Background: an optimization exercise with open tools, aiming at small area, a short achievable clock period and few clock cycles per item. Do not read the settings as production practice.
Function was not checked in any run shown here: the RTL went through the layout flow alone.

`design/flow/run.sh`:
```
#!/bin/bash
# synth_recipe.tcl (not shown) runs the flow's synth.tcl, then flattens the netlist and writes it again
# the make line also repeats each setting of config.mk as NAME=value (left out here)
make -C /OpenROAD-flow-scripts/flow DESIGN_CONFIG=/design/flow/config.mk WORK_HOME=/design/flow/orfs CLKGATE_MAP_FILE= SYNTH_SCRIPT=/design/flow/synth_recipe.tcl finish
```
`design/flow/config.mk`:
```
export PLATFORM = sky130hd
export DESIGN_NAME = olivia_fec_decoder
export DESIGN_NICKNAME = olivia_fec_decoder
export VERILOG_FILES = /design/flow/design.v
export SDC_FILE = /design/flow/constraint.sdc
export NUM_CORES = 8
export LEC_CHECK = 0
export CAP_MARGIN = 40
export CORE_MARGIN = 2
export CORE_UTILIZATION = 35
export PLACE_DENSITY = 0.55
export SLEW_MARGIN = 20
```
`design/flow/constraint.sdc`:
```
create_clock -name core_clock -period 10.0 [get_ports {clk}]
set_input_delay 2.0000 -clock core_clock [delete_from_list [all_inputs] [get_ports {clk}]]
set_output_delay 2.0000 -clock core_clock [all_outputs]
set_load 0.01 [all_outputs]
```
`design/flow/design.v`:
```
module olivia_fec_decoder (
    input  wire        clk,
    input  wire        rst,
    input  wire        in_valid,
    output wire        in_ready,
    input  wire [3:0]  in_bps,
    input  wire [47:0] in_soft,
    output wire        out_valid,
    input  wire        out_ready,
    output wire [6:0]  out_char,
    output wire [2:0]  out_index,
    output wire [11:0] out_peak,
    output wire        out_last
);
    localparam [63:0] SCRAMBLING_CODE = 64'hE257E6D0291574EC;
    localparam integer NCRED = 3;    
    genvar s, p, q, x, j;
    reg        rdy;           
    reg [5:0]  ld_t;          
    reg [5:0]  ld_ph;         
    reg [2:0]  ld_bm1;        
    reg [2:0]  ld_rot;        
    reg [7:0]  we;            
    reg [23:0] xsel;          
    wire fire = in_valid & rdy;
    wire [2:0] in_bm1 = (in_bps == 4'd0) ? 3'd0 :
                        (in_bps >  4'd8) ? 3'd7 : in_bps[2:0] - 3'd1;
    wire [2:0] bm1_cur  = (ld_t == 6'd0) ? in_bm1 : ld_bm1;
    wire       blk_done = fire & (ld_t == 6'd63);
    wire [5:0] t_nx     = ld_t + {5'd0, fire};
    wire [5:0] ph_nx    = (fire && ld_t == 6'd0) ? 6'd1 : ld_ph + 6'd1;
    wire [2:0] rot_nx   = blk_done ? 3'd0 :
                          fire ? ((ld_rot == bm1_cur) ? 3'd0 : ld_rot + 3'd1) : ld_rot;
    wire [2:0] lbm1_nx  = (fire && ld_t == 6'd0) ? in_bm1 : ld_bm1;
    reg        dc_busy;       
    reg [2:0]  dc_bm1;
    reg [2:0]  dc_i;          
    reg [5:0]  dc_ph;         
    reg        win;           
    reg        dc_last;       
    reg [2:0]  cred;          
    wire [2:0] dc_m     = dc_ph[2:0];
    wire       win_end  = win & (dc_m == 3'd7);
    wire       busy_nx  = blk_done | (dc_busy & ~(win_end & (dc_i == dc_bm1)));
    wire [5:0] dph_nx   = blk_done ? 6'd0 : dc_ph + 6'd1;
    wire [2:0] di_nx    = blk_done ? 3'd0 : win_end ? dc_i + 3'd1 : dc_i;
    wire [2:0] dbm1_nx  = blk_done ? ld_bm1 : dc_bm1;
    wire       go_nx    = busy_nx & (dph_nx[2:0] == 3'd0) & (dph_nx[5:3] == di_nx) &
                          (cred != 3'd0);
    wire       last_nx  = (go_nx & (di_nx == dbm1_nx)) | (dc_last & busy_nx);
    wire       free_nx  = ~busy_nx | last_nx;
    wire       rdy_nx   = (t_nx == 6'd0) ? free_nx : (ph_nx == t_nx);
    wire [2:0] s_nx = t_nx[5:3];
    wire [23:0] xsel_nx;
    generate
        for (p = 0; p < 8; p = p + 1) begin : g_xsel
            wire [2:0] cw  = s_nx - p[2:0];
            wire [3:0] sum = {1'b0, cw} + {1'b0, rot_nx};
            wire [3:0] red = sum - {1'b0, lbm1_nx} - 4'd1;
            assign xsel_nx[3*p +: 3] = (t_nx == 6'd0) ? cw :
                                       (sum > {1'b0, lbm1_nx}) ? red[2:0] : sum[2:0];
        end
    endgenerate
    wire out_fire;
    always @(posedge clk) begin
        if (rst) begin
            rdy     <= 1'b0;
            ld_t    <= 6'd0;
            ld_ph   <= 6'd0;
            ld_bm1  <= 3'd0;
            ld_rot  <= 3'd0;
            we      <= 8'd0;
            xsel    <= 24'd0;
            dc_busy <= 1'b0;
            dc_bm1  <= 3'd0;
            dc_i    <= 3'd0;
            dc_ph   <= 6'd0;
            win     <= 1'b0;
            dc_last <= 1'b0;
            cred    <= NCRED[2:0];
        end else begin
            rdy     <= rdy_nx;
            ld_t    <= t_nx;
            ld_ph   <= ph_nx;
            ld_bm1  <= lbm1_nx;
            ld_rot  <= rot_nx;
            we      <= rdy_nx ? (8'd1 << s_nx) : 8'd0;
            xsel    <= xsel_nx;
            dc_busy <= busy_nx;
            dc_bm1  <= dbm1_nx;
            dc_i    <= di_nx;
            dc_ph   <= dph_nx;
            win     <= go_nx | (win & ~win_end);
            dc_last <= last_nx;
            cred    <= cred - {2'd0, go_nx} + {2'd0, out_fire};
        end
    end
    assign in_ready = rdy;
    wire [47:0] xb;           
    generate
        for (p = 0; p < 8; p = p + 1) begin : g_xb
            assign xb[6*p +: 6] = in_soft[6*xsel[3*p +: 3] +: 6];
        end
    endgenerate
    wire [47:0] taps;
    generate
        for (s = 0; s < 8; s = s + 1) begin : g_ring
            reg  [383:0] r;
            wire [383:0] sh = {r[377:0], r[383:378]};
            wire [383:0] nx;
            for (p = 0; p < 8; p = p + 1) begin : g_port
                assign nx[48*p +: 6]      = we[s] ? xb[6*p +: 6] : sh[48*p +: 6];
                assign nx[48*p + 6 +: 42] = sh[48*p + 6 +: 42];
            end
            always @(posedge clk) r <= nx;
            assign taps[6*s +: 6] = r[383:378];
        end
    endgenerate
    reg signed [6:0] A [0:7];
    generate
        for (s = 0; s < 8; s = s + 1) begin : g_a
            wire [5:0] k   = {s[2:0], dc_m} + {dc_i, 3'd0} + {1'b0, dc_i, 2'd0} + {3'd0, dc_i};
            wire       neg = SCRAMBLING_CODE[k];
            wire signed [6:0] v = {taps[6*s + 5], taps[6*s +: 6]};
            always @(posedge clk) A[s] <= neg ? -v : v;
        end
    endgenerate
    wire signed [9:0] w0 [0:7];
    wire signed [9:0] w1 [0:7];
    wire signed [9:0] w2 [0:7];
    wire signed [9:0] w3 [0:7];
    generate
        for (q = 0; q < 8; q = q + 1) begin : g_b0
            assign w0[q] = A[q];
            if ((q & 1) == 0) begin : g_lo
                assign w1[q] = w0[q + 1] + w0[q];
            end else begin : g_hi
                assign w1[q] = w0[q] - w0[q - 1];
            end
            if ((q & 2) == 0) begin : g_lo2
                assign w2[q] = w1[q + 2] + w1[q];
            end else begin : g_hi2
                assign w2[q] = w1[q] - w1[q - 2];
            end
            if ((q & 4) == 0) begin : g_lo4
                assign w3[q] = w2[q + 4] + w2[q];
            end else begin : g_hi4
                assign w3[q] = w2[q] - w2[q - 4];
            end
        end
    endgenerate
    reg signed [9:0] B [0:7];
    generate
        for (q = 0; q < 8; q = q + 1) begin : g_breg
            always @(posedge clk) B[q] <= w3[q];
        end
    endgenerate
    wire [2:0] phi = dc_m - 3'd2;
    wire [9:0] sk [0:7];
    generate
        for (j = 0; j < 8; j = j + 1) begin : g_skew
            if (j == 0) begin : g_z
                assign sk[j] = B[j];
            end else begin : g_d
                reg [10*j-1:0] d;
                if (j == 1) begin : g_1
                    always @(posedge clk) d <= B[j];
                end else begin : g_n
                    always @(posedge clk) d <= {d[10*j-11:0], B[j]};
                end
                assign sk[j] = d[10*j-1 -: 10];
            end
        end
    endgenerate
    wire [9:0] dk [0:7];
    generate
        for (x = 0; x < 8; x = x + 1) begin : g_rot
            wire [2:0] sel = phi - x[2:0];
            wire [9:0] rv  = sk[sel];
            if (x == 7) begin : g_z
                assign dk[x] = rv;
            end else begin : g_d
                localparam integer N = 7 - x;
                reg [10*N-1:0] d;
                if (N == 1) begin : g_1
                    always @(posedge clk) d <= rv;
                end else begin : g_n
                    always @(posedge clk) d <= {d[10*N-11:0], rv};
                end
                assign dk[x] = d[10*N-1 -: 10];
            end
        end
    endgenerate
    wire signed [12:0] u0 [0:7];
    wire signed [12:0] u1 [0:7];
    wire signed [12:0] u2 [0:7];
    wire signed [12:0] u3 [0:7];
    generate
        for (q = 0; q < 8; q = q + 1) begin : g_c0
            assign u0[q] = {{3{dk[q][9]}}, dk[q]};
            if ((q & 1) == 0) begin : g_lo
                assign u1[q] = u0[q + 1] + u0[q];
            end else begin : g_hi
                assign u1[q] = u0[q] - u0[q - 1];
            end
            if ((q & 2) == 0) begin : g_lo2
                assign u2[q] = u1[q + 2] + u1[q];
            end else begin : g_hi2
                assign u2[q] = u1[q] - u1[q - 2];
            end
            if ((q & 4) == 0) begin : g_lo4
                assign u3[q] = u2[q + 4] + u2[q];
            end else begin : g_hi4
                assign u3[q] = u2[q] - u2[q - 4];
            end
        end
    endgenerate
    reg signed [12:0] C [0:7];
    generate
        for (q = 0; q < 8; q = q + 1) begin : g_creg
            always @(posedge clk) C[q] <= u3[q];
        end
    endgenerate
    wire [11:0] mg [0:7];
    generate
        for (q = 0; q < 8; q = q + 1) begin : g_abs
            wire [12:0] a = C[q][12] ? -C[q] : C[q];
            assign mg[q] = a[11:0];
        end
    endgenerate
    wire [11:0] l1m [0:3];
    wire [1:0]  l1i [0:3];    
    generate
        for (q = 0; q < 4; q = q + 1) begin : g_l1
            wire r = mg[2*q + 1] > mg[2*q];
            assign l1m[q] = r ? mg[2*q + 1] : mg[2*q];
            assign l1i[q] = r ? {1'b1, C[2*q + 1][12]} : {1'b0, C[2*q][12]};
        end
    endgenerate
    wire [11:0] l2m [0:1];
    wire [2:0]  l2i [0:1];
    generate
        for (q = 0; q < 2; q = q + 1) begin : g_l2
            wire r = l1m[2*q + 1] > l1m[2*q];
            assign l2m[q] = r ? l1m[2*q + 1] : l1m[2*q];
            assign l2i[q] = r ? {1'b1, l1i[2*q + 1]} : {1'b0, l1i[2*q]};
        end
    endgenerate
    wire        l3r = l2m[1] > l2m[0];
    wire [11:0] l3m = l3r ? l2m[1] : l2m[0];
    wire [3:0]  l3i = l3r ? {1'b1, l2i[1]} : {1'b0, l2i[0]};
    reg [11:0] pk_m;
    reg [3:0]  pk_i;          
    always @(posedge clk) begin
        pk_m <= l3m;
        pk_i <= l3i;
    end
    wire [2:0] ypk = dc_m - 3'd3;
    reg [11:0] rm_m;
    reg [6:0]  rm_i;          
    wire take = (ypk == 3'd0) | (pk_m > rm_m);
    always @(posedge clk) begin
        if (take) begin
            rm_m <= pk_m;
            rm_i <= {ypk, pk_i};
        end
    end
    reg [11:0] tok;
    always @(posedge clk) begin
        if (rst) tok <= 12'd0;
        else     tok <= {tok[10:0], win_end};
    end
    wire commit = tok[11];
    reg [2:0] rc_i;
    wire      rc_last = (rc_i == dc_bm1);
    reg       res_v;
    reg [22:0] res;           
    always @(posedge clk) begin
        if (rst) begin
            rc_i  <= 3'd0;
            res_v <= 1'b0;
        end else begin
            res_v <= commit;
            if (commit)
                rc_i <= rc_last ? 3'd0 : rc_i + 3'd1;
        end
        if (commit)
            res <= {rc_last, rc_i, rm_i[0], rm_i[6:1], rm_m};
    end
    reg        ov;
    reg [22:0] od;
    reg [22:0] qd [0:NCRED-2];
    reg [1:0]  qn;
    assign out_fire = ov & out_ready;
    integer k;
    always @(posedge clk) begin
        if (rst) begin
            ov <= 1'b0;
            qn <= 2'd0;
        end else begin
            if (~ov | out_fire) begin
                if (qn != 2'd0) begin
                    od <= qd[0];
                    ov <= 1'b1;
                    for (k = 0; k < NCRED - 2; k = k + 1)
                        qd[k] <= qd[k + 1];
                    if (res_v)
                        qd[qn - 2'd1] <= res;
                    else
                        qn <= qn - 2'd1;
                end else begin
                    od <= res;
                    ov <= res_v;
                end
            end else if (res_v) begin
                qd[qn] <= res;
                qn <= qn + 2'd1;
            end
        end
    end
    assign out_valid = ov;
    assign out_peak  = od[11:0];
    assign out_char  = od[18:12];
    assign out_index = od[21:19];
    assign out_last  = od[22];
endmodule
```
==> results of run 1 <==
state kept, by name (all words and copies together), names as in the netlist, 4 cells and up:
name / cells
A: 56
B: 76
C: 100
dc_ph: 6
g_ring.r: 3072
g_rot.g_d.d: 280
g_skew.g_d.d: 274
ld_ph: 6
ld_t: 6
od: 23
pk_i: 4
pk_m: 12
qd: 46
res: 23
rm_i: 7
rm_m: 12
tok: 12
we: 8
xsel: 24
area by class of cell:
type                            count  area [um^2]  area share [%]
Inverter                          590         2210            1.57
Antenna cell                       10         25.0          0.0177
Multi-Input combinational cell   4639        35100            24.9
Timing Repair Buffer              234         2210            1.57
Clock inverter                    172         2470            1.75
Tap cell                         4557         5700            4.04
Sequential cell                  4073        82700            58.6
Clock buffer                      527        10700            7.56
per-layer routing:
| metal | share of wire, % | vias to the layer above |
|---|---|---|
| met3 | 4.7 | 468 |
| met5 | 0.038 | - |
| li1 | - | 32700 |
| met1 | 46 | 31900 |
| met4 | 2.7 | 20 |
| met2 | 47 | 1374 |
cells by family after synthesis:
kind of cell    Yosys count  synth area share [%]
compound gates         1628                  8.38
buf+inv                 855                  2.68
fa+ha+maj               705                  7.66
simple gates           1438                  5.12
xor+xnor                529                  3.84
flops                  4073                  68.4
mux                     339                  3.96
stage by stage:
stage	instances	instance area, um^2	util, %	hold WS, ns	setup slack, ns
4_1_cts	14800	141000	41.0	0.262	1.54
3_3_place_gp	14000	127000	37.0	0.310	1.03
5_1_grt	14800	141000	41.1	0.269	0.870
2_1_floorplan	9567	121000	-	0.310	2.71
6_report	14800	141000	41.1	0.271	1.66
3_5_place_dp	14100	128000	37.2	0.312	1.57
cells in the final DEF (no fill, tap or decap), types with 49 or more instances in the layout:
master / synthesis / layout
mux2_2: 139 / 139
clkbuf_8: 0 / 63
clkbuf_1: 225 / 85
nor2_1: 765 / 763
clkdlybuf4s50_1: 0 / 79
xor2_1: 203 / 202
o21ai_0: 147 / 147
a31oi_1: 49 / 49
clkinv_2: 0 / 59
nand2_1: 309 / 309
nor3_1: 101 / 101
buf_4: 1 / 122
clkbuf_16: 0 / 379
a222oi_1: 55 / 55
mux2i_1: 102 / 98
ha_1: 639 / 638
nor2b_1: 51 / 50
inv_1: 587 / 587
dfxtp_1: 3962 / 3954
a21o_1: 69 / 69
xnor2_1: 325 / 325
a22oi_1: 52 / 52
edfxtp_1: 111 / 111
o21bai_1: 187 / 187
a21oi_1: 821 / 821
fa_1: 60 / 60
mux4_2: 98 / 98
worst max-delay path, delay by kind of cell (launching register included):
kind,cells,cell delay [ns]
XOR/XNOR,1,0.21
AND/OR/NAND/NOR,12,2.49
adder cells (fa/ha/maj),3,0.92
buffers and inverters,3,0.74
AO/OA/AOI/OAI,11,3.01
multiplexers,1,0.51
flip-flops,1,0.33
Yosys cell counts, types with 35 or more instances:
| cell type | count |
|---|---|
| a21o_1 | 69 |
| a21oi_1 | 821 |
| a222oi_1 | 55 |
| a22oi_1 | 52 |
| a31oi_1 | 49 |
| clkbuf_1 | 225 |
| dfxtp_1 | 3962 |
| edfxtp_1 | 111 |
| fa_1 | 60 |
| ha_1 | 639 |
| inv_1 | 587 |
| mux2_2 | 139 |
| mux2i_1 | 102 |
| mux4_2 | 98 |
| nand2_1 | 309 |
| nand2b_1 | 35 |
| nand3_1 | 36 |
| nor2_1 | 765 |
| nor2b_1 | 51 |
| nor3_1 | 101 |
| o21ai_0 | 147 |
| o21bai_1 | 187 |
| xnor2_1 | 325 |
| xor2_1 | 203 |
path summary, 6_finish.rpt:
check                        start  slack [ns]                to  cells after the start
setup / recovery           C[3][3]        1.66           pk_i[1]                     31
setup reg to reg           C[3][3]        1.66           pk_i[1]                     31
hold / removal    g_ring[4].r[353]        0.27  g_ring[4].r[359]                      0
hold reg to reg   g_ring[4].r[353]        0.27  g_ring[4].r[359]                      0
==> summary.txt, run 1 <==
Global route
  • First-pass GRT wire length: ~420,000 um
  • Total congestion overflow: 0
  • Antenna violations before repair: 27
  • Vias in the first global route: between 60,000 and 70,000
  • Met1 GRT Util: 20.0%
  • Met2 Use GR: between 20% and 30%
  • Largest net degree at the start of global routing: roughly 70
  • Grt peak-use layer: met2
  • All-Layer GR Usage: 15.4%
  • Met3 Use GR: between 2 and 3%

Timing
  • Relative slew slack: between 30% and 40%
  • Max-slew violations: 0
  • RSZ-0062 raised after global routing: false
  • Final period util: roughly 83%
  • Clock skew: 0.0757 ns
  • Clock period minus worst slack: approximately 8.3 ns
  • Final hold viol count: 0
  • Fmax achieved: between 100 and 150 MHz
  • Final Setup Violations: 0
  • Post-Route Setup TNS: 0 ns
  • Worst-margin pin slew: roughly 0.90 ns

Worst setup path
  • Crit. End Element: register
  • Crit path kind: register to register
  • Max incr delay on CP: around 0.66 ns
  • Crit path DAT: between 9 and 10 ns
  • CP Launch Type: register
  • Critical-path maximum fanout: 16
  • WP data required: roughly 11 ns
  • Slowest CP cell: a211oi_1

Worst hold path
  • Hold WC Path Type: register to register

Routing
  • DR vias/cell: 4.49
  • Total vias in the final route: around 66,000
  • Routed WL per cell: about 18 um
  • Remaining DRCs: 0
  • DR iter-0 viols: between 3,000 and 4,000
  • Final antenna-violating net count: 0
  • Drt first pass iters: 9
  • DRT Wirelength: ~270,000 um

Yosys
  • Syn Std Cell Area: 121,000 um^2
  • Mapped Cells: between 9,000 and 10,000
  • Async S/R FF share, synth: 0%
  • Mean area per synthesized cell: about 13 um^2
  • Top post-synthesis cells by area: dfxtp_1 66%, ha_1 6.6%, a21oi_1 3.4%
  • Post-synthesis net count: a little over 10,000
  • Yosys top cell area share: between 60% and 70%
  • Synth area leader: dfxtp_1
  • Ys Warns: 4
  • Flops & latches, synth: between 4,000 and 5,000
  • Ys flop type: dfxtp_1
  • Post-synthesis sequential area ratio: just under 70%
  • Number of synthesized flops with an enable pin: ~110
  • Yosys cell types: slightly below 90

Finish
  • Final layout net count: around 11,000
  • Layout overhead on the synthesized area: 16.7%
  • Fillers: 31,700
  • Fraction of final layout cells sized beyond drive strength 1: between 10% and 20%

Die
  • Die ar.: approximately 350,000 um^2
  • Starting Density: 35.2%
  • Core area: around 340,000 um^2
  • Chip width: roughly 590 um
  • Row count: 215
  • Die height: between 500 and 600 um
  • IO Count: 81

Job
  • Max cap viols: 0

Clocking
  • # clock sinks: between 4,000 and 5,000
  • Post-CTS Resized: 0
  • Clock Root Buffer: clkbuf_16
  • TritonCTS Buffers: roughly 380
  • Clk slew on worst S/H paths: 0.07 ns
  • Clk buf depth: 4
  • H-tree levels: 5
  • Clk Latency, worst-skew pair: 0.93 ns
  • CTS tree: built
  • Number of hold buffers added after cts: 0
  • Setup Fix Bufs, Post-CTS: 0

Placed design
  • HPWL Detailed: between 150,000 and 200,000 um
  • Final Wtd Congestion: roughly 0.85
  • # port buffers: 80

Status
  • Status: no timing/DRC/antenna violations
==> run 2, diff against run 1 <==
--- a/design/flow/design.v
+++ b/design/flow/design.v
@@ -25,13 +25,6 @@
     wire fire = in_valid & rdy;
     wire [2:0] in_bm1 = (in_bps == 4'd0) ? 3'd0 :
                         (in_bps >  4'd8) ? 3'd7 : in_bps[2:0] - 3'd1;
-    wire [2:0] bm1_cur  = (ld_t == 6'd0) ? in_bm1 : ld_bm1;
-    wire       blk_done = fire & (ld_t == 6'd63);
-    wire [5:0] t_nx     = ld_t + {5'd0, fire};
-    wire [5:0] ph_nx    = (fire && ld_t == 6'd0) ? 6'd1 : ld_ph + 6'd1;
-    wire [2:0] rot_nx   = blk_done ? 3'd0 :
-                          fire ? ((ld_rot == bm1_cur) ? 3'd0 : ld_rot + 3'd1) : ld_rot;
-    wire [2:0] lbm1_nx  = (fire && ld_t == 6'd0) ? in_bm1 : ld_bm1;
     reg        dc_busy;       
     reg [2:0]  dc_bm1;
     reg [2:0]  dc_i;          
@@ -39,29 +32,67 @@
     reg        win;           
     reg        dc_last;       
     reg [2:0]  cred;          
-    wire [2:0] dc_m     = dc_ph[2:0];
-    wire       win_end  = win & (dc_m == 3'd7);
-    wire       busy_nx  = blk_done | (dc_busy & ~(win_end & (dc_i == dc_bm1)));
-    wire [5:0] dph_nx   = blk_done ? 6'd0 : dc_ph + 6'd1;
-    wire [2:0] di_nx    = blk_done ? 3'd0 : win_end ? dc_i + 3'd1 : dc_i;
-    wire [2:0] dbm1_nx  = blk_done ? ld_bm1 : dc_bm1;
-    wire       go_nx    = busy_nx & (dph_nx[2:0] == 3'd0) & (dph_nx[5:3] == di_nx) &
-                          (cred != 3'd0);
-    wire       last_nx  = (go_nx & (di_nx == dbm1_nx)) | (dc_last & busy_nx);
-    wire       free_nx  = ~busy_nx | last_nx;
-    wire       rdy_nx   = (t_nx == 6'd0) ? free_nx : (ph_nx == t_nx);
-    wire [2:0] s_nx = t_nx[5:3];
-    wire [23:0] xsel_nx;
-    generate
-        for (p = 0; p < 8; p = p + 1) begin : g_xsel
-            wire [2:0] cw  = s_nx - p[2:0];
-            wire [3:0] sum = {1'b0, cw} + {1'b0, rot_nx};
-            wire [3:0] red = sum - {1'b0, lbm1_nx} - 4'd1;
-            assign xsel_nx[3*p +: 3] = (t_nx == 6'd0) ? cw :
-                                       (sum > {1'b0, lbm1_nx}) ? red[2:0] : sum[2:0];
+    wire [2:0] dc_m    = dc_ph[2:0];
+    wire       win_end = win & (dc_m == 3'd7);
+    wire       out_fire;
+    wire       cred_ok = (cred != 3'd0) | out_fire;
+    wire        n_rdy   [0:1];
+    wire [5:0]  n_t     [0:1];
+    wire [5:0]  n_ph    [0:1];
+    wire [2:0]  n_lbm1  [0:1];
+    wire [2:0]  n_rot   [0:1];
+    wire [7:0]  n_we    [0:1];
+    wire [23:0] n_xsel  [0:1];
+    wire        n_busy  [0:1];
+    wire [2:0]  n_dbm1  [0:1];
+    wire [2:0]  n_di    [0:1];
+    wire [5:0]  n_dph   [0:1];
+    wire        n_go    [0:1];
+    wire        n_last  [0:1];
+    genvar f;
+    generate
+        for (f = 0; f < 2; f = f + 1) begin : g_nx
+            wire       fi      = (f == 1);
+            wire       t0      = (ld_t == 6'd0);
+            wire       done    = fi & (ld_t == 6'd63);
+            wire [2:0] bm1_cur = t0 ? in_bm1 : ld_bm1;
+            wire [5:0] t_nx    = ld_t + {5'd0, fi};
+            wire [5:0] ph_nx   = (fi & t0) ? 6'd1 : ld_ph + 6'd1;
+            wire [2:0] rot_nx  = done ? 3'd0 :
+                                 fi ? ((ld_rot == bm1_cur) ? 3'd0 : ld_rot + 3'd1) : ld_rot;
+            wire [2:0] lbm1_nx = (fi & t0) ? in_bm1 : ld_bm1;
+            wire       busy_nx = done | (dc_busy & ~(win_end & (dc_i == dc_bm1)));
+            wire [5:0] dph_nx  = done ? 6'd0 : dc_ph + 6'd1;
+            wire [2:0] di_nx   = done ? 3'd0 : win_end ? dc_i + 3'd1 : dc_i;
+            wire [2:0] dbm1_nx = done ? ld_bm1 : dc_bm1;
+            wire       go_nx   = busy_nx & (dph_nx[2:0] == 3'd0) & (dph_nx[5:3] == di_nx) &
+                                 cred_ok;
+            wire       last_nx = (go_nx & (di_nx == dbm1_nx)) | (dc_last & busy_nx);
+            wire       free_nx = ~busy_nx | last_nx;
+            wire       rdy_nx  = (t_nx == 6'd0) ? free_nx : (ph_nx == t_nx);
+            wire [2:0] s_nx = t_nx[5:3];
+            for (p = 0; p < 8; p = p + 1) begin : g_xsel
+                wire [2:0] cw  = s_nx - p[2:0];
+                wire [3:0] sum = {1'b0, cw} + {1'b0, rot_nx};
+                wire [3:0] red = sum - {1'b0, lbm1_nx} - 4'd1;
+                assign n_xsel[f][3*p +: 3] = (t_nx == 6'd0) ? cw :
+                                             (sum > {1'b0, lbm1_nx}) ? red[2:0] : sum[2:0];
+            end
+            assign n_rdy[f]  = rdy_nx;
+            assign n_t[f]    = t_nx;
+            assign n_ph[f]   = ph_nx;
+            assign n_lbm1[f] = lbm1_nx;
+            assign n_rot[f]  = rot_nx;
+            assign n_we[f]   = rdy_nx ? (8'd1 << s_nx) : 8'd0;
+            assign n_busy[f] = busy_nx;
+            assign n_dbm1[f] = dbm1_nx;
+            assign n_di[f]   = di_nx;
+            assign n_dph[f]  = dph_nx;
+            assign n_go[f]   = go_nx;
+            assign n_last[f] = last_nx;
         end
     endgenerate
-    wire out_fire;
+    wire fs = fire;
     always @(posedge clk) begin
         if (rst) begin
             rdy     <= 1'b0;
@@ -79,20 +110,20 @@
             dc_last <= 1'b0;
             cred    <= NCRED[2:0];
         end else begin
-            rdy     <= rdy_nx;
-            ld_t    <= t_nx;
-            ld_ph   <= ph_nx;
-            ld_bm1  <= lbm1_nx;
-            ld_rot  <= rot_nx;
-            we      <= rdy_nx ? (8'd1 << s_nx) : 8'd0;
-            xsel    <= xsel_nx;
-            dc_busy <= busy_nx;
-            dc_bm1  <= dbm1_nx;
-            dc_i    <= di_nx;
-            dc_ph   <= dph_nx;
-            win     <= go_nx | (win & ~win_end);
-            dc_last <= last_nx;
-            cred    <= cred - {2'd0, go_nx} + {2'd0, out_fire};
+            rdy     <= n_rdy[fs];
+            ld_t    <= n_t[fs];
+            ld_ph   <= n_ph[fs];
+            ld_bm1  <= n_lbm1[fs];
+            ld_rot  <= n_rot[fs];
+            we      <= n_we[fs];
+            xsel    <= n_xsel[fs];
+            dc_busy <= n_busy[fs];
+            dc_bm1  <= n_dbm1[fs];
+            dc_i    <= n_di[fs];
+            dc_ph   <= n_dph[fs];
+            win     <= n_go[fs] | (win & ~win_end);
+            dc_last <= n_last[fs];
+            cred    <= cred - {2'd0, n_go[fs]} + {2'd0, out_fire};
         end
     end
     assign in_ready = rdy;
@@ -176,7 +207,8 @@
     generate
         for (x = 0; x < 8; x = x + 1) begin : g_rot
             wire [2:0] sel = phi - x[2:0];
-            wire [9:0] rv  = sk[sel];
+            reg  [9:0] rv;
+            always @(posedge clk) rv <= sk[sel];
             if (x == 7) begin : g_z
                 assign dk[x] = rv;
             end else begin : g_d
@@ -228,13 +260,15 @@
             assign mg[q] = a[11:0];
         end
     endgenerate
-    wire [11:0] l1m [0:3];
-    wire [1:0]  l1i [0:3];    
+    reg [11:0] l1m [0:3];
+    reg [1:0]  l1i [0:3];     
     generate
         for (q = 0; q < 4; q = q + 1) begin : g_l1
             wire r = mg[2*q + 1] > mg[2*q];
-            assign l1m[q] = r ? mg[2*q + 1] : mg[2*q];
-            assign l1i[q] = r ? {1'b1, C[2*q + 1][12]} : {1'b0, C[2*q][12]};
+            always @(posedge clk) begin
+                l1m[q] <= r ? mg[2*q + 1] : mg[2*q];
+                l1i[q] <= r ? {1'b1, C[2*q + 1][12]} : {1'b0, C[2*q][12]};
+            end
         end
     endgenerate
     wire [11:0] l2m [0:1];
@@ -255,7 +289,7 @@
         pk_m <= l3m;
         pk_i <= l3i;
     end
-    wire [2:0] ypk = dc_m - 3'd3;
+    wire [2:0] ypk = dc_m + 3'd3;
     reg [11:0] rm_m;
     reg [6:0]  rm_i;          
     wire take = (ypk == 3'd0) | (pk_m > rm_m);
@@ -265,27 +299,20 @@
             rm_i <= {ypk, pk_i};
         end
     end
-    reg [11:0] tok;
+    reg [13:0] tok;
     always @(posedge clk) begin
-        if (rst) tok <= 12'd0;
-        else     tok <= {tok[10:0], win_end};
+        if (rst) tok <= 14'd0;
+        else     tok <= {tok[12:0], win_end};
     end
-    wire commit = tok[11];
-    reg [2:0] rc_i;
-    wire      rc_last = (rc_i == dc_bm1);
-    reg       res_v;
-    reg [22:0] res;           
+    wire res_v = tok[13];
+    reg  [2:0]  rc_i;
+    wire        rc_last = (rc_i == dc_bm1);
+    wire [22:0] res = {rc_last, rc_i, rm_i[0], rm_i[6:1], rm_m};    
     always @(posedge clk) begin
-        if (rst) begin
-            rc_i  <= 3'd0;
-            res_v <= 1'b0;
-        end else begin
-            res_v <= commit;
-            if (commit)
-                rc_i <= rc_last ? 3'd0 : rc_i + 3'd1;
-        end
-        if (commit)
-            res <= {rc_last, rc_i, rm_i[0], rm_i[6:1], rm_m};
+        if (rst)
+            rc_i <= 3'd0;
+        else if (res_v)
+            rc_i <= rc_last ? 3'd0 : rc_i + 3'd1;
     end
     reg        ov;
     reg [22:0] od;
==> summary.txt, run 2 <==
Finish
  • Fillers: 33,200 (+4.7%)
  • Post-route design area: 147,000 um^2 (+4.3%)
  • Core Util, Final: 41.0% (-0.072 points)
  • Top reg by flops: g_ring.r
  • Number of flip-flops under the largest register name: 3,072 (unchanged)
  • Biggest regs: g_ring.r: 3072 flops, g_rot.g_d.d: 280 flops, g_skew.g_d.d: 274 flops
  • Fraction of final layout cells sized beyond drive strength 1: 10.9% (+0.50 points)
  • Layout overhead on the synthesized area: 16.7% (about the same)
  • Final layout net count: 11,100 (+4.0%)
  • Most common cell after layout, fill and taps aside: dfxtp_1
  • Commonest non-fill, non-tap cells in the layout: 4,091 x dfxtp_1, 774 x a21oi_1, 683 x nor2_1

Global route
  • Largest net degree at the start of global routing: 70 (+2.9%)
  • Vias in the first global route: 72,300 (+6.2%)
  • All-Layer GR Usage: 15.4% (-0.027 points)
  • Total congestion overflow: 0 (unchanged)
  • First-pass GRT wire length: 436,000 um (+5.0%)
  • Antenna violations before repair: 6 (-78%)

Worst hold path
  • Min-delay src: g_ring[6].r[362]
  • Hold path depth: 0 (unchanged)
  • Hold WC Path Type: register to register
  • Hold Path End: g_ring[6].r[368]

Job
  • Max cap viols: 0 (unchanged)

Yosys
  • Leading cell type by number of instances after synthesis: dfxtp_1
  • Yosys top cell area share: 65.1% (-0.52 points)
  • Post-synthesis sequential area ratio: 67.2% (-1.2 points)
  • Commonest cells post-synth: 4,099 x dfxtp_1, 776 x a21oi_1, 686 x ha_1, 686 x nor2_1, 584 x inv_1
  • Syn Std Cell Area: 126,000 um^2 (+4.3%)
  • Flops & latches, synth: 4,187 (+2.8%)
  • Top post-synthesis cells by area: dfxtp_1 65%, ha_1 6.8%, a21oi_1 3.1%
  • Synth area leader: dfxtp_1
  • Post-synthesis net count: 10,800 (+4.5%)
  • Ys flop type: dfxtp_1
  • Yosys cell types: 90 (+3.4%)
  • Async S/R FF share, synth: 0% (unchanged)
  • Mapped Cells: 9,982 (+4.3%)
  • Mean area per synthesized cell: 12.6 um^2 (about the same)
  • Number of synthesized flops with an enable pin: 88 (-21%)
  • Ys Warns: 6 (+2)

Routing
  • DR iter-0 viols: 4,154 (+4.7%)
  • Drt first pass iters: 10 (+1)
  • Remaining DRCs: 0 (unchanged)
  • Final antenna-violating net count: 0 (unchanged)
  • DR vias/cell: 4.55 (+1.3%)
  • DRT Wirelength: 285,000 um (+4.4%)
  • Routed WL per cell: 18.5 um (+0.37%)
  • Total vias in the final route: 70,000 (+5.4%)

Placed design
  • HPWL Detailed: 201,000 um (+4.3%)
  • # port buffers: 80 (unchanged)
  • Final Wtd Congestion: 0.853 (-0.15%)
  • Cell Area, Placed: 133,000 um^2 (+4.3%)

Die
  • Die ar.: 365,000 um^2 (+4.2%)
  • IO Count: 81 (unchanged)
  • Chip width: 604 um (+2.1%)
  • Die height: 604 um (+2.1%)
  • Core area: 359,000 um^2 (+4.5%)
  • Row count: 220 (+2.3%)
  • Starting Density: 35.1% (-0.072 points)

Worst setup path
  • R2R Path Start: ld_t[4]
  • Crit. End Element: register
  • R2r worst-path depth: 20 (-35%)
  • WP data required: 10.77 ns (about the same)
  • Critical-path maximum fanout: 9 (-7)
  • CP Launch Type: input pin
  • Crit path DAT: 7.66 ns (-1.46 ns)
  • Flop2flop setup slack: 3.64 ns (+1.98 ns)
  • Crit path kind: input pin to register
  • Reg2reg end: xsel[20]

Clocking
  • Number of hold buffers added after cts: 0 (unchanged)
  • Clk Latency, worst-skew pair: 0.95 ns (+0.02 ns)
  • TritonCTS Buffers: 388 (+2.6%)
  • # clock sinks: 4,187 (+2.8%)
  • Post-CTS Resized: 0 (unchanged)
  • CTS tree: built
  • H-tree levels: 5 (unchanged)
  • Clk slew on worst S/H paths: 0.07 ns (about the same)
  • Clock Root Buffer: clkbuf_16
  • Setup Fix Bufs, Post-CTS: 0 (unchanged)
  • Clk buf depth: 4 (unchanged)

Timing
  • Clock skew: 0.0880 ns (+0.0123 ns)
  • Final Setup Violations: 0 (unchanged)
  • Final period util: 68.9% (-15 points)
  • RSZ-0062 raised after global routing: false
  • Post-Route Setup TNS: 0 ns (unchanged)
  • Fmax achieved: 145 MHz (+21%)
  • Worst-margin pin slew: 0.890 ns (-0.0108 ns)
  • Max-slew violations: 0 (unchanged)
  • Final hold viol count: 0 (unchanged)
  • Relative slew slack: 40.6% (+0.64 points)
  • Clock period minus worst slack: 6.89 ns (-1.45 ns)

Status
  • Status: no timing/DRC/antenna violations
run 2: cell count changes in the layout (fill, tap and decap cells not counted), moves of 45 or more:
cell      change
o21ai_0      +60
o21bai_1     -50
a21oi_1      -47
nor2_1       -80
o31a_1       +45
dfxtp_1     +137
xnor2_1      +55
a21o_1       +47
run 2: worst max path at each step:
stage / startpoint / endpoint / depth (start not counted)
after floorplan: in_bps[0] / xsel[20] / 20
after global placement: in_bps[0] / xsel[20] / 21
after detailed placement: in_bps[0] / xsel[20] / 21
after CTS: in_bps[0] / xsel[20] / 21
after global routing: in_bps[0] / xsel[20] / 21
final: in_bps[0] / xsel[20] / 21
run 2: metrics by stage:
step                      hold WS, ns  instances  setup slack [ns]
after floorplan                 0.310       9982              3.72
after global placement          0.310      14600              1.93
after detailed placement        0.312      14700              2.14
after CTS                       0.271      15400              3.13
after global routing            0.265      15400              2.66
final                           0.270      15400              3.11
run 2: layout make-up:
| cell class | count | area (um^2) | area share (%) |
|---|---|---|---|
| Multi-Input combinational cell | 4899 | 38200 | 26.0 |
| Tap cell | 4773 | 5970 | 4.06 |
| Clock buffer | 543 | 11200 | 7.63 |
| Sequential cell | 4187 | 84700 | 57.6 |
| Inverter | 586 | 2200 | 1.50 |
| Clock inverter | 171 | 2510 | 1.71 |
| Timing Repair Buffer | 229 | 2290 | 1.56 |
| Antenna cell | 2 | 5.00 | 0.00340 |
run 2: metal layers:
layer  wire [um]  GRT usage (%)
met1      130000           20.0
met2      135000           26.1
met3       10400           2.00
met4        9910           5.62
met5           0              0
run 2: logic make-up (layout without fill, tap and decap cells):
| logic type | count (synthesis) | after routing | share of synthesized area [%] |
|---|---|---|---|
| compound gates | 1778 | 1778 | 9.08 |
| xor+xnor | 554 | 554 | 3.89 |
| fa+ha+maj | 753 | 753 | 7.87 |
| buf+inv | 896 | 1529 | 2.68 |
| flops | 4187 | 4187 | 67.2 |
| mux | 404 | 404 | 4.34 |
| other cells | 0 | 2 | 0 |
| simple gates | 1410 | 1410 | 4.96 |
run 2: critical path: stages:
cell and delay [ns]:
clkdlybuf4s50_1 0.51, inv_1 0.11, ha_1 0.21, nand2b_2 0.13
a21oi_1 0.29, a22o_1 0.69, xnor2_1 0.13, a31oi_1 0.30
nor2b_1 0.29, ha_1 0.26, inv_1 0.11, fa_1 0.58
inv_1 0.16, ha_1 0.34, a21o_1 0.19, a21o_1 0.18
a221oi_1 0.63, mux2i_1 0.27, o21ai_0 0.10, a21oi_1 0.15
nor2_1 0.05
==> run 3, diff against run 2 <==
--- a/design/flow/config.mk
+++ b/design/flow/config.mk
@@ -5,6 +5,7 @@
 export SDC_FILE = /design/flow/constraint.sdc
 export NUM_CORES = 8
 export LEC_CHECK = 0
+export ABC_CLOCK_PERIOD_IN_PS = 3000
 export CAP_MARGIN = 40
 export CORE_MARGIN = 2
 export CORE_UTILIZATION = 35
==> summary.txt, run 3 <==
Worst hold path
  • Hold WC Path Type: register to register

Clocking
  • Post-CTS Resized: 0 (unchanged)
  • # clock sinks: 4,187 (unchanged)
  • Clk slew on worst S/H paths: 0.07 ns (about the same)
  • Clock Root Buffer: clkbuf_16
  • Number of hold buffers added after cts: 0 (unchanged)
  • H-tree levels: 5 (unchanged)
  • TritonCTS Buffers: 388 (unchanged)
  • Clk buf depth: 4 (unchanged)
  • Clk Latency, worst-skew pair: 0.95 ns (about the same)
  • CTS tree: built
  • Setup Fix Bufs, Post-CTS: 0 (unchanged)

Finish
  • Commonest non-fill, non-tap cells in the layout: 4,091 x dfxtp_1, 774 x a21oi_1, 683 x nor2_1
  • Register Area: 84,700 um^2 (unchanged)
  • Top reg by flops: g_ring.r
  • Biggest regs: g_ring.r: 3072 flops, g_rot.g_d.d: 280 flops, g_skew.g_d.d: 274 flops
  • Fraction of final layout cells sized beyond drive strength 1: 10.9% (unchanged)
  • Most common cell after layout, fill and taps aside: dfxtp_1
  • Number of flip-flops under the largest register name: 3,072 (unchanged)
  • Layout overhead on the synthesized area: 16.7% (unchanged)
  • Final layout net count: 11,100 (unchanged)
  • Multi-input gate area: 38,200 um^2 (unchanged)
  • Fillers: 33,200 (unchanged)

Timing
  • Relative slew slack: 40.6% (unchanged)
  • Fmax achieved: 145 MHz (unchanged)
  • Max-slew violations: 0 (unchanged)
  • Final hold viol count: 0 (unchanged)
  • Min Hold Slack: 0.270 ns (unchanged)
  • Final period util: 68.9% (unchanged)
  • Final Setup Violations: 0 (unchanged)
  • Clock skew: 0.0880 ns (unchanged)
  • RSZ-0062 raised after global routing: false
  • Post-Route Setup TNS: 0 ns (unchanged)
  • Worst-margin pin slew: 0.890 ns (unchanged)
  • Clock period minus worst slack: 6.89 ns (unchanged)

Global route
  • Antenna violations before repair: 6 (unchanged)
  • First-pass GRT wire length: 436,000 um (unchanged)
  • Total congestion overflow: 0 (unchanged)
  • Vias in the first global route: 72,300 (unchanged)
  • All-Layer GR Usage: 15.4% (unchanged)
  • Largest net degree at the start of global routing: 70 (unchanged)

Worst setup path
  • Crit. End Element: register
  • CP Launch Type: input pin
  • Crit path DAT: 7.66 ns (about the same)
  • Critical-path maximum fanout: 9 (unchanged)
  • Flop2flop setup slack: 3.64 ns (about the same)
  • WP data required: 10.77 ns (about the same)
  • Crit path kind: input pin to register

Die
  • Die ar.: 365,000 um^2 (unchanged)
  • Die height: 604 um (unchanged)
  • Row count: 220 (unchanged)
  • IO Count: 81 (unchanged)
  • Starting Density: 35.1% (unchanged)
  • Core area: 359,000 um^2 (unchanged)
  • Chip width: 604 um (unchanged)

Yosys
  • Top post-synthesis cells by area: dfxtp_1 65%, ha_1 6.8%, a21oi_1 3.1%
  • Post-synthesis net count: 10,800 (unchanged)
  • Ys flop type: dfxtp_1
  • Commonest cells post-synth: 4,099 x dfxtp_1, 776 x a21oi_1, 686 x ha_1, 686 x nor2_1, 584 x inv_1
  • Mean area per synthesized cell: 12.6 um^2 (unchanged)
  • Number of synthesized flops with an enable pin: 88 (unchanged)
  • Post-synthesis sequential area ratio: 67.2% (unchanged)
  • Async S/R FF share, synth: 0% (unchanged)
  • Leading cell type by number of instances after synthesis: dfxtp_1
  • Syn Std Cell Area: 126,000 um^2 (unchanged)
  • Synth area leader: dfxtp_1
  • Ys Warns: 6 (unchanged)
  • Yosys top cell area share: 65.1% (unchanged)
  • Flops & latches, synth: 4,187 (unchanged)
  • Mapped Cells: 9,982 (unchanged)
  • Yosys cell types: 90 (unchanged)

Placed design
  • # port buffers: 80 (unchanged)
  • HPWL Detailed: 201,000 um (unchanged)
  • Final Wtd Congestion: 0.853 (unchanged)

Routing
  • Final antenna-violating net count: 0 (unchanged)
  • DR vias/cell: 4.55 (unchanged)
  • DR iter-0 viols: 4,154 (unchanged)
  • Total vias in the final route: 70,000 (unchanged)
  • DRT Wirelength: 285,000 um (unchanged)
  • Remaining DRCs: 0 (unchanged)
  • Drt first pass iters: 10 (unchanged)
  • Routed WL per cell: 18.5 um (unchanged)

Status
  • Status: no timing/DRC/antenna violations

Job
  • Max cap viols: 0 (unchanged)
run 3: cell counts in the layout (fill, tap and decap cells not counted):
No cell type changed its count.
run 3: area by class of cell:
cell class                 instances  share of cell area [%]
clock buffer                     543                    7.63
antenna                            2                 0.00340
sequential                      4187                    57.6
multi-input combinational       4899                    26.0
tap                             4773                    4.06
clock inverter                   171                    1.71
inverter                         586                    1.50
timing repair buffer             229                    1.56
run 3: cell families (layout without fill, tap and decap cells):
family                   after synthesis  after routing  share of synthesized area, %
other                                  0              2                             0
flip-flops                          4187           4187                          67.2
buffers and inverters                896           1529                          2.68
multiplexers                         404            404                          4.34
AO/OA/AOI/OAI                       1778           1778                          9.08
XOR/XNOR                             554            554                          3.89
adder cells (fa/ha/maj)              753            753                          7.87
AND/OR/NAND/NOR                     1410           1410                          4.96
run 3: worst paths after layout:
| path | from | depth (start not counted) | end |
|---|---|---|---|
| worst max-delay path | in_bps[0] | 21 | xsel[20] |
| worst min-delay path | g_ring[6].r[362] | 0 | g_ring[6].r[368] |
| worst max register to register | ld_t[4] | 20 | xsel[20] |
| worst min register to register | g_ring[6].r[362] | 0 | g_ring[6].r[368] |
run 3: per-stage QoR:
step	cell area [um^2]	setup WS [ns]	std cells	util [%]
after floorplan	126000	3.72	9982	-
after global placement	133000	1.93	14600	36.9
after detailed placement	133000	2.14	14700	37.1
after CTS	147000	3.13	15400	40.9
after global routing	147000	2.66	15400	41.0
final	147000	3.11	15400	41.0
run 3: routing by layer:
layer  vias to the layer above  GRT usage (%)  part of all wire (%)
met5                         -              0                     0
met4                         0           5.62                   3.5
met3                       534           2.00                   3.6
met2                      1415           26.1                    47
met1                     33700           20.0                    46
li1                      34300              -                     -
run 3: critical path, cell delays in order:
cell and delay, ns:
clkdlybuf4s50_1 0.51, inv_1 0.11, ha_1 0.21, nand2b_2 0.13, a21oi_1 0.29, a22o_1 0.69
xnor2_1 0.13, a31oi_1 0.30, nor2b_1 0.29, ha_1 0.26, inv_1 0.11, fa_1 0.58
inv_1 0.16, ha_1 0.34, a21o_1 0.19, a21o_1 0.18, a221oi_1 0.63, mux2i_1 0.27
o21ai_0 0.10, a21oi_1 0.15, nor2_1 0.05
==> run 4, diff against run 3 <==
--- a/design/flow/design.v
+++ b/design/flow/design.v
@@ -13,7 +13,7 @@
     output wire        out_last
 );
     localparam [63:0] SCRAMBLING_CODE = 64'hE257E6D0291574EC;
-    localparam integer NCRED = 3;    
+    localparam integer NCRED = 4;    
     genvar s, p, q, x, j;
     reg        rdy;           
     reg [5:0]  ld_t;          
@@ -35,7 +35,7 @@
     wire [2:0] dc_m    = dc_ph[2:0];
     wire       win_end = win & (dc_m == 3'd7);
     wire       out_fire;
-    wire       cred_ok = (cred != 3'd0) | out_fire;
+    wire       cred_ok = (cred != 3'd0);
     wire        n_rdy   [0:1];
     wire [5:0]  n_t     [0:1];
     wire [5:0]  n_ph    [0:1];
@@ -55,11 +55,11 @@
             wire       fi      = (f == 1);
             wire       t0      = (ld_t == 6'd0);
             wire       done    = fi & (ld_t == 6'd63);
-            wire [2:0] bm1_cur = t0 ? in_bm1 : ld_bm1;
             wire [5:0] t_nx    = ld_t + {5'd0, fi};
             wire [5:0] ph_nx   = (fi & t0) ? 6'd1 : ld_ph + 6'd1;
             wire [2:0] rot_nx  = done ? 3'd0 :
-                                 fi ? ((ld_rot == bm1_cur) ? 3'd0 : ld_rot + 3'd1) : ld_rot;
+                                 (fi & t0) ? ((in_bm1 == 3'd0) ? 3'd0 : 3'd1) :
+                                 fi ? ((ld_rot == ld_bm1) ? 3'd0 : ld_rot + 3'd1) : ld_rot;
             wire [2:0] lbm1_nx = (fi & t0) ? in_bm1 : ld_bm1;
             wire       busy_nx = done | (dc_busy & ~(win_end & (dc_i == dc_bm1)));
             wire [5:0] dph_nx  = done ? 6'd0 : dc_ph + 6'd1;
@@ -75,8 +75,11 @@
                 wire [2:0] cw  = s_nx - p[2:0];
                 wire [3:0] sum = {1'b0, cw} + {1'b0, rot_nx};
                 wire [3:0] red = sum - {1'b0, lbm1_nx} - 4'd1;
-                assign n_xsel[f][3*p +: 3] = (t_nx == 6'd0) ? cw :
-                                             (sum > {1'b0, lbm1_nx}) ? red[2:0] : sum[2:0];
+                wire [2:0] gen = (t_nx == 6'd0) ? cw :
+                                 (sum > {1'b0, lbm1_nx}) ? red[2:0] : sum[2:0];
+                localparam [2:0] CW1 = 3'd0 - p[2:0];
+                wire [2:0] one = (in_bm1 == CW1) ? 3'd0 : CW1 + 3'd1;
+                assign n_xsel[f][3*p +: 3] = (fi & t0) ? one : gen;
             end
             assign n_rdy[f]  = rdy_nx;
             assign n_t[f]    = t_nx;
@@ -147,40 +150,46 @@
             assign taps[6*s +: 6] = r[383:378];
         end
     endgenerate
-    reg signed [6:0] A [0:7];
+    wire [6:0] v [0:7];
     generate
         for (s = 0; s < 8; s = s + 1) begin : g_a
             wire [5:0] k   = {s[2:0], dc_m} + {dc_i, 3'd0} + {1'b0, dc_i, 2'd0} + {3'd0, dc_i};
             wire       neg = SCRAMBLING_CODE[k];
-            wire signed [6:0] v = {taps[6*s + 5], taps[6*s +: 6]};
-            always @(posedge clk) A[s] <= neg ? -v : v;
+            wire [6:0] u   = {taps[6*s + 5], taps[6*s +: 6]};
+            assign v[s] = neg ? -u : u;
         end
     endgenerate
-    wire signed [9:0] w0 [0:7];
-    wire signed [9:0] w1 [0:7];
-    wire signed [9:0] w2 [0:7];
-    wire signed [9:0] w3 [0:7];
+    reg [7:0] A [0:7];
     generate
-        for (q = 0; q < 8; q = q + 1) begin : g_b0
-            assign w0[q] = A[q];
-            if ((q & 1) == 0) begin : g_lo
-                assign w1[q] = w0[q + 1] + w0[q];
-            end else begin : g_hi
-                assign w1[q] = w0[q] - w0[q - 1];
+        for (q = 0; q < 8; q = q + 2) begin : g_a1
+            wire [7:0] a = {v[q][6], v[q]};
+            wire [7:0] b = {v[q + 1][6], v[q + 1]};
+            wire [7:0] sm, df;
+            ks_as #(.W(8), .SUB(0)) u_s (.a(b), .b(a), .s(sm));
+            ks_as #(.W(8), .SUB(1)) u_d (.a(b), .b(a), .s(df));
+            always @(posedge clk) begin
+                A[q]     <= sm;
+                A[q + 1] <= df;
             end
+        end
+    endgenerate
+    wire [8:0] w2 [0:7];
+    wire [9:0] w3 [0:7];
+    generate
+        for (q = 0; q < 8; q = q + 1) begin : g_b
             if ((q & 2) == 0) begin : g_lo2
-                assign w2[q] = w1[q + 2] + w1[q];
+                ks_as #(.W(9), .SUB(0)) u (.a({A[q + 2][7], A[q + 2]}), .b({A[q][7], A[q]}), .s(w2[q]));
             end else begin : g_hi2
-                assign w2[q] = w1[q] - w1[q - 2];
+                ks_as #(.W(9), .SUB(1)) u (.a({A[q][7], A[q]}), .b({A[q - 2][7], A[q - 2]}), .s(w2[q]));
             end
             if ((q & 4) == 0) begin : g_lo4
-                assign w3[q] = w2[q + 4] + w2[q];
+                ks_as #(.W(10), .SUB(0)) u (.a({w2[q + 4][8], w2[q + 4]}), .b({w2[q][8], w2[q]}), .s(w3[q]));
             end else begin : g_hi4
-                assign w3[q] = w2[q] - w2[q - 4];
+                ks_as #(.W(10), .SUB(1)) u (.a({w2[q][8], w2[q]}), .b({w2[q - 4][8], w2[q - 4]}), .s(w3[q]));
             end
         end
     endgenerate
-    reg signed [9:0] B [0:7];
+    reg [9:0] B [0:7];
     generate
         for (q = 0; q < 8; q = q + 1) begin : g_breg
             always @(posedge clk) B[q] <= w3[q];
@@ -223,41 +232,43 @@
             end
         end
     endgenerate
-    wire signed [12:0] u0 [0:7];
-    wire signed [12:0] u1 [0:7];
-    wire signed [12:0] u2 [0:7];
-    wire signed [12:0] u3 [0:7];
+    wire [10:0] u1 [0:7];
+    wire [11:0] u2 [0:7];
     generate
-        for (q = 0; q < 8; q = q + 1) begin : g_c0
-            assign u0[q] = {{3{dk[q][9]}}, dk[q]};
+        for (q = 0; q < 8; q = q + 1) begin : g_c
             if ((q & 1) == 0) begin : g_lo
-                assign u1[q] = u0[q + 1] + u0[q];
+                ks_as #(.W(11), .SUB(0)) u (.a({dk[q + 1][9], dk[q + 1]}), .b({dk[q][9], dk[q]}), .s(u1[q]));
             end else begin : g_hi
-                assign u1[q] = u0[q] - u0[q - 1];
+                ks_as #(.W(11), .SUB(1)) u (.a({dk[q][9], dk[q]}), .b({dk[q - 1][9], dk[q - 1]}), .s(u1[q]));
             end
             if ((q & 2) == 0) begin : g_lo2
-                assign u2[q] = u1[q + 2] + u1[q];
+                ks_as #(.W(12), .SUB(0)) u (.a({u1[q + 2][10], u1[q + 2]}), .b({u1[q][10], u1[q]}), .s(u2[q]));
             end else begin : g_hi2
-                assign u2[q] = u1[q] - u1[q - 2];
-            end
-            if ((q & 4) == 0) begin : g_lo4
-                assign u3[q] = u2[q + 4] + u2[q];
-            end else begin : g_hi4
-                assign u3[q] = u2[q] - u2[q - 4];
+                ks_as #(.W(12), .SUB(1)) u (.a({u1[q][10], u1[q]}), .b({u1[q - 2][10], u1[q - 2]}), .s(u2[q]));
             end
         end
     endgenerate
-    reg signed [12:0] C [0:7];
+    reg [11:0] C [0:7];
     generate
         for (q = 0; q < 8; q = q + 1) begin : g_creg
-            always @(posedge clk) C[q] <= u3[q];
+            always @(posedge clk) C[q] <= u2[q];
         end
     endgenerate
-    wire [11:0] mg [0:7];
+    reg [11:0] mg [0:7];
+    reg        sg [0:7];
     generate
-        for (q = 0; q < 8; q = q + 1) begin : g_abs
-            wire [12:0] a = C[q][12] ? -C[q] : C[q];
-            assign mg[q] = a[11:0];
+        for (q = 0; q < 8; q = q + 1) begin : g_m
+            wire [12:0] f3;
+            if ((q & 4) == 0) begin : g_lo4
+                ks_as #(.W(13), .SUB(0)) u (.a({C[q + 4][11], C[q + 4]}), .b({C[q][11], C[q]}), .s(f3));
+            end else begin : g_hi4
+                ks_as #(.W(13), .SUB(1)) u (.a({C[q][11], C[q]}), .b({C[q - 4][11], C[q - 4]}), .s(f3));
+            end
+            wire [12:0] a = f3[12] ? -f3 : f3;
+            always @(posedge clk) begin
+                mg[q] <= a[11:0];
+                sg[q] <= f3[12];
+            end
         end
     endgenerate
     reg [11:0] l1m [0:3];
@@ -267,17 +278,19 @@
             wire r = mg[2*q + 1] > mg[2*q];
             always @(posedge clk) begin
                 l1m[q] <= r ? mg[2*q + 1] : mg[2*q];
-                l1i[q] <= r ? {1'b1, C[2*q + 1][12]} : {1'b0, C[2*q][12]};
+                l1i[q] <= r ? {1'b1, sg[2*q + 1]} : {1'b0, sg[2*q]};
             end
         end
     endgenerate
-    wire [11:0] l2m [0:1];
-    wire [2:0]  l2i [0:1];
+    reg [11:0] l2m [0:1];
+    reg [2:0]  l2i [0:1];
     generate
         for (q = 0; q < 2; q = q + 1) begin : g_l2
             wire r = l1m[2*q + 1] > l1m[2*q];
-            assign l2m[q] = r ? l1m[2*q + 1] : l1m[2*q];
-            assign l2i[q] = r ? {1'b1, l1i[2*q + 1]} : {1'b0, l1i[2*q]};
+            always @(posedge clk) begin
+                l2m[q] <= r ? l1m[2*q + 1] : l1m[2*q];
+                l2i[q] <= r ? {1'b1, l1i[2*q + 1]} : {1'b0, l1i[2*q]};
+            end
         end
     endgenerate
     wire        l3r = l2m[1] > l2m[0];
@@ -289,7 +302,7 @@
         pk_m <= l3m;
         pk_i <= l3i;
     end
-    wire [2:0] ypk = dc_m + 3'd3;
+    wire [2:0] ypk = dc_m + 3'd1;
     reg [11:0] rm_m;
     reg [6:0]  rm_i;          
     wire take = (ypk == 3'd0) | (pk_m > rm_m);
@@ -299,12 +312,12 @@
             rm_i <= {ypk, pk_i};
         end
     end
-    reg [13:0] tok;
+    reg [15:0] tok;
     always @(posedge clk) begin
-        if (rst) tok <= 14'd0;
-        else     tok <= {tok[12:0], win_end};
+        if (rst) tok <= 16'd0;
+        else     tok <= {tok[14:0], win_end};
     end
-    wire res_v = tok[13];
+    wire res_v = tok[15];
     reg  [2:0]  rc_i;
     wire        rc_last = (rc_i == dc_bm1);
     wire [22:0] res = {rc_last, rc_i, rm_i[0], rm_i[6:1], rm_m};    
@@ -317,7 +330,7 @@
     reg        ov;
     reg [22:0] od;
     reg [22:0] qd [0:NCRED-2];
-    reg [1:0]  qn;
+    reg [1:0]  qn;            
     assign out_fire = ov & out_ready;
     integer k;
     always @(posedge clk) begin
@@ -351,3 +364,35 @@
     assign out_index = od[21:19];
     assign out_last  = od[22];
 endmodule
+module ks_as #(
+    parameter integer W   = 8,
+    parameter integer SUB = 0
+) (
+    input  wire [W-1:0] a,
+    input  wire [W-1:0] b,
+    output wire [W-1:0] s
+);
+    localparam integer L = $clog2(W);
+    wire [W-1:0] bb = SUB ? ~b : b;
+    wire [W-1:0] p0 = a ^ bb;
+    wire [W-1:0] g  [0:L];
+    wire [W-1:0] pp [0:L];
+    assign g[0]  = (a & bb) | {{(W-1){1'b0}}, p0[0] & (SUB != 0)};
+    assign pp[0] = p0;
+    genvar k, i;
+    generate
+        for (k = 0; k < L; k = k + 1) begin : g_lvl
+            for (i = 0; i < W; i = i + 1) begin : g_bit
+                if (i >= (1 << k)) begin : g_op
+                    assign g[k + 1][i]  = g[k][i] | (pp[k][i] & g[k][i - (1 << k)]);
+                    assign pp[k + 1][i] = pp[k][i] & pp[k][i - (1 << k)];
+                end else begin : g_pass
+                    assign g[k + 1][i]  = g[k][i];
+                    assign pp[k + 1][i] = pp[k][i];
+                end
+            end
+        end
+    endgenerate
+    wire [W-1:0] c = {g[L][W-2:0], (SUB != 0)};
+    assign s = p0 ^ c;
+endmodule
--- a/design/flow/config.mk
+++ b/design/flow/config.mk
@@ -5,7 +5,6 @@
 export SDC_FILE = /design/flow/constraint.sdc
 export NUM_CORES = 8
 export LEC_CHECK = 0
-export ABC_CLOCK_PERIOD_IN_PS = 3000
 export CAP_MARGIN = 40
 export CORE_MARGIN = 2
 export CORE_UTILIZATION = 35
==> summary.txt, run 4 <==
Status
  • Status: no timing/DRC/antenna violations

Die
  • Starting Density: 35.2% (+0.073 points)
  • Die height: 614 um (+1.5%)
  • Row count: 223 (+1.4%)
  • Chip width: 614 um (+1.5%)
  • IO Count: 81 (unchanged)
  • Die ar.: 376,000 um^2 (+3.1%)
  • Core area: 369,000 um^2 (+2.9%)

Yosys
  • Post-synthesis net count: 11,100 (+3.2%)
  • Async S/R FF share, synth: 0% (unchanged)
  • Leading cell type by number of instances after synthesis: dfxtp_1
  • Flops & latches, synth: 4,324 (+3.3%)
  • Ys Warns: 31 (+25)
  • Number of synthesized flops with an enable pin: 111 (+26%)
  • Ys flop type: dfxtp_1
  • Commonest cells post-synth: 4,213 x dfxtp_1, 787 x nor2_1, 739 x a21oi_1
  • Post-synthesis sequential area ratio: 67.4% (+0.25 points)
  • Synth area leader: dfxtp_1
  • Mean area per synthesized cell: 12.6 um^2 (-0.43%)
  • Yosys top cell area share: 64.9% (-0.22 points)
  • Mapped Cells: 10,300 (+3.6%)
  • Top post-synthesis cells by area: dfxtp_1 65%, ha_1 6.5%, a21oi_1 2.8%
  • Syn Std Cell Area: 130,000 um^2 (+3.1%)
  • Yosys cell types: 96 (+6.7%)

Routing
  • Total vias in the final route: 72,100 (+3.0%)
  • Routed WL per cell: 18.3 um (-1.0%)
  • DR iter-0 viols: 4,252 (+2.4%)
  • Remaining DRCs: 0 (unchanged)
  • Drt first pass iters: 9 (-1)
  • DRT Wirelength: 292,000 um (+2.4%)
  • Final antenna-violating net count: 0 (unchanged)
  • DR vias/cell: 4.53 (-0.52%)

Finish
  • Fraction of final layout cells sized beyond drive strength 1: 10.9% (+0.073 points)
  • Layout overhead on the synthesized area: 16.4%
  • Final layout net count: 11,400 (+3.1%)
  • Fillers: 34,300 (+3.4%)
  • Number of flip-flops under the largest register name: 3,072 (unchanged)
  • Most common cell after layout, fill and taps aside: dfxtp_1
  • Commonest non-fill, non-tap cells in the layout: 4,205 x dfxtp_1, 784 x nor2_1, 739 x a21oi_1
  • Top reg by flops: g_ring.r
  • Final non-filler cell total: 15,900 (+3.5%)
  • Biggest regs: g_ring.r: 3072 flops, g_rot.g_d.d: 280 flops, g_skew.g_d.d: 264 flops

Clocking
  • Clk slew on worst S/H paths: 0.06 ns (about the same)
  • CTS tree: built
  • Clk Latency, worst-skew pair: 0.96 ns (about the same)
  • Setup Fix Bufs, Post-CTS: 0 (unchanged)
  • TritonCTS Buffers: 398 (+2.6%)
  • Post-CTS Resized: 0 (unchanged)
  • Number of hold buffers added after cts: 0 (unchanged)
  • H-tree levels: 5 (unchanged)
  • Clock Root Buffer: clkbuf_16
  • # clock sinks: 4,324 (+3.3%)
  • Clk buf depth: 4 (unchanged)

Worst setup path
  • Critical-path maximum fanout: 7 (-2)
  • Reg2reg end: xsel[19]
  • Cell family with most CP delay: compound AO/OA/AOI/OAI gates
  • Crit path DAT: 7.67 ns (about the same)
  • CP Launch Type: input pin
  • Max incr delay on CP: 0.73 ns (+0.04 ns)
  • CP dominant cell by count: inv_1
  • WP depth: 22 (+4.8%)
  • R2r worst-path depth: 19 (-5.0%)
  • Crit. End Element: register
  • R2R Path Start: ld_t[4]
  • Critical-path cell list: clkdlybuf4s50_1 > inv_1 > ha_1 > inv_1 > nor2_1 > maj3_1 > and2_1 > a21oi_1 > o21bai_1 > ha_1 > inv_1 > fa_1 > inv_1 > ha_1 > nor2b_1 > o21ai_0 > a22oi_1 > a211oi_1 > mux2i_1 > a211o_1 > o211ai_1 > a31oi_1
  • Flop2flop setup slack: 4.34 ns (+0.70 ns)
  • Buf+Inv Stages, Crit Path: 5 (+1)
  • WP data required: 10.76 ns (about the same)
  • Slowest CP cell: a211oi_1
  • Crit path kind: input pin to register

Worst hold path
  • Hold WC Path Type: register to register
  • Min-delay src: g_ring[3].r[241]
  • Hold path depth: 0 (unchanged)
  • Hold Path End: g_ring[3].r[247]

Placed design
  • Final Wtd Congestion: 0.862 (+1.0%)
  • HPWL Detailed: 204,000 um (+1.7%)
  • Placed Cells incl. Taps: 15,200 (+3.5%)
  • # port buffers: 80 (unchanged)
  • DP Worst Slack: 2.09 ns (-0.0545 ns)

Timing
  • Final WS setup: 3.09 ns (-0.0171 ns)
  • Final hold viol count: 0 (unchanged)
  • Relative slew slack: 41.3% (+0.73 points)
  • Clock skew: 0.0885 ns (+0.000510 ns)
  • Post-Route Setup TNS: 0 ns (unchanged)
  • Max-slew violations: 0 (unchanged)
  • RSZ-0062 raised after global routing: false
  • Min Hold Slack: 0.268 ns (-0.00265 ns)
  • Fmax achieved: 145 MHz (-0.25%)
  • Clock period minus worst slack: 6.91 ns (+0.0171 ns)
  • Worst-margin pin slew: 0.879 ns (-0.0110 ns)
  • Final Setup Violations: 0 (unchanged)
  • Final period util: 69.1% (+0.17 points)

Global route
  • Largest net degree at the start of global routing: 67 (-4.3%)
  • Vias in the first global route: 73,800 (+2.1%)
  • Antenna violations before repair: 18 (+12)
  • All-Layer GR Usage: 15.2% (-0.16 points)
  • First-pass GRT wire length: 444,000 um (+1.8%)
  • Total congestion overflow: 0 (unchanged)

Job
  • Max cap viols: 0 (unchanged)
-- run 4: changes by cell type in the layout (fill, tap and decap cells not counted), sizes merged, moves of 26 or more --
cell	delta
mux2	+77
dfxtp	+114
o31ai	-31
o31a	-45
clkbuf	+43
o21bai	-26
inv	+95
nand2	-29
mux2i	-48
nand2b	+30
a31oi	+39
nor2	+101
a21oi	-38
-- run 4: logic make-up after synthesis --
group / Yosys count / synth area share (%)
DFF: 4324 / 67.4
AOI/OAI and AO/OA: 1737 / 8.59
and+or+nand+nor: 1579 / 5.49
buffers and inverters: 1000 / 2.91
adders and majority gates: 746 / 7.56
xor gates and xnor gates: 520 / 3.52
muxes: 433 / 4.50
-- run 4: worst register-to-register path: cells and delay by family (launching register included) --
family | cells | cell delay (ns)
AOI/OAI and AO/OA | 8 | 2.16
adders and majority gates | 4 | 1.56
muxes | 1 | 0.19
and+or+nand+nor | 2 | 0.29
buffers and inverters | 4 | 0.92
DFF | 1 | 0.42
-- run 4: how the worst max path moves through the flow --
stage	from	end	slack, ns
3_3_place_gp	in_bps[0]	xsel[19]	2.00
2_1_floorplan	in_bps[0]	xsel[19]	3.84
6_report	in_bps[0]	xsel[19]	3.09
3_5_place_dp	in_bps[0]	xsel[19]	2.09
5_1_grt	in_bps[0]	xsel[19]	2.82
4_1_cts	in_bps[0]	xsel[19]	3.07
-- run 4: layer usage --
| metal | global-route usage [%] | vias to the layer above | part of all wire, % |
|---|---|---|---|
| met5 | 0 | - | 0.012 |
| met4 | 5.23 | 6 | 3.2 |
| met3 | 1.87 | 506 | 3.4 |
| met2 | 25.2 | 1442 | 46 |
| met1 | 20.5 | 34700 | 47 |
| li1 | - | 35400 | - |
-- run 4: through the flow --
| step | utilization, % | cell area, um^2 |
|---|---|---|
| after global routing | 41.0 | 151000 |
| final | 41.0 | 151000 |
| after global placement | 37.0 | 137000 |
| after detailed placement | 37.1 | 137000 |
| after CTS | 40.9 | 151000 |
| after floorplan | - | 130000 |
-- run 4: layout make-up --
class / instances / area [um^2] / share of cell area, %
diodes: 4 / 10.0 / 0.00662
clock buffers: 582 / 11700 / 7.73
clock inverters: 152 / 2240 / 1.48
inverters: 673 / 2530 / 1.67
multi-input cells: 5015 / 38700 / 25.6
flip-flops and latches: 4324 / 87700 / 58.0
well taps: 4950 / 6190 / 4.09
repair buffers: 228 / 2230 / 1.47

[separate check: timing with driven ports]
The flow's constraints put no driver on any port. The routed layouts listed below were extracted and timed again, unchanged, in two steps.
Step 1, drivers: a clkbuf_16 drives clk and a buf_2 each remaining input, both assumed.
Step 2 adds t to the input delays and takes it off the output delays; t is the mean of the earliest and latest rising clock arrival at the registers after step 1. Input paths then give back, and output paths get back, about the clock's delay inside the block.
Three values: ideal ports, drivers, drivers and shift; two values: the first two.
run | t (ns) | setup slack, ns | worst setup path after step 2 | worst data-port slew with drivers (ns) | cell pins on the clock port's net
run 1 | 0.996 | 1.656 / 1.656 / 1.656 | register to register | 0.14 | 1
run 2 | 1.004 | 3.109 / 3.160 / 2.156 | input to register | 0.10 | 1
run 3 | 1.004 | 3.109 / 3.160 / 2.156 | input to register | 0.10 | 1
run 4 | 1.003 | 3.092 / 3.093 / 2.090 | input to register | 0.09 | 1
After both steps setup and hold are still met in every run listed. For run 4, which loses most, drivers alone change the setup slack by +0.001 ns; drivers and shift together by -1.002 ns.
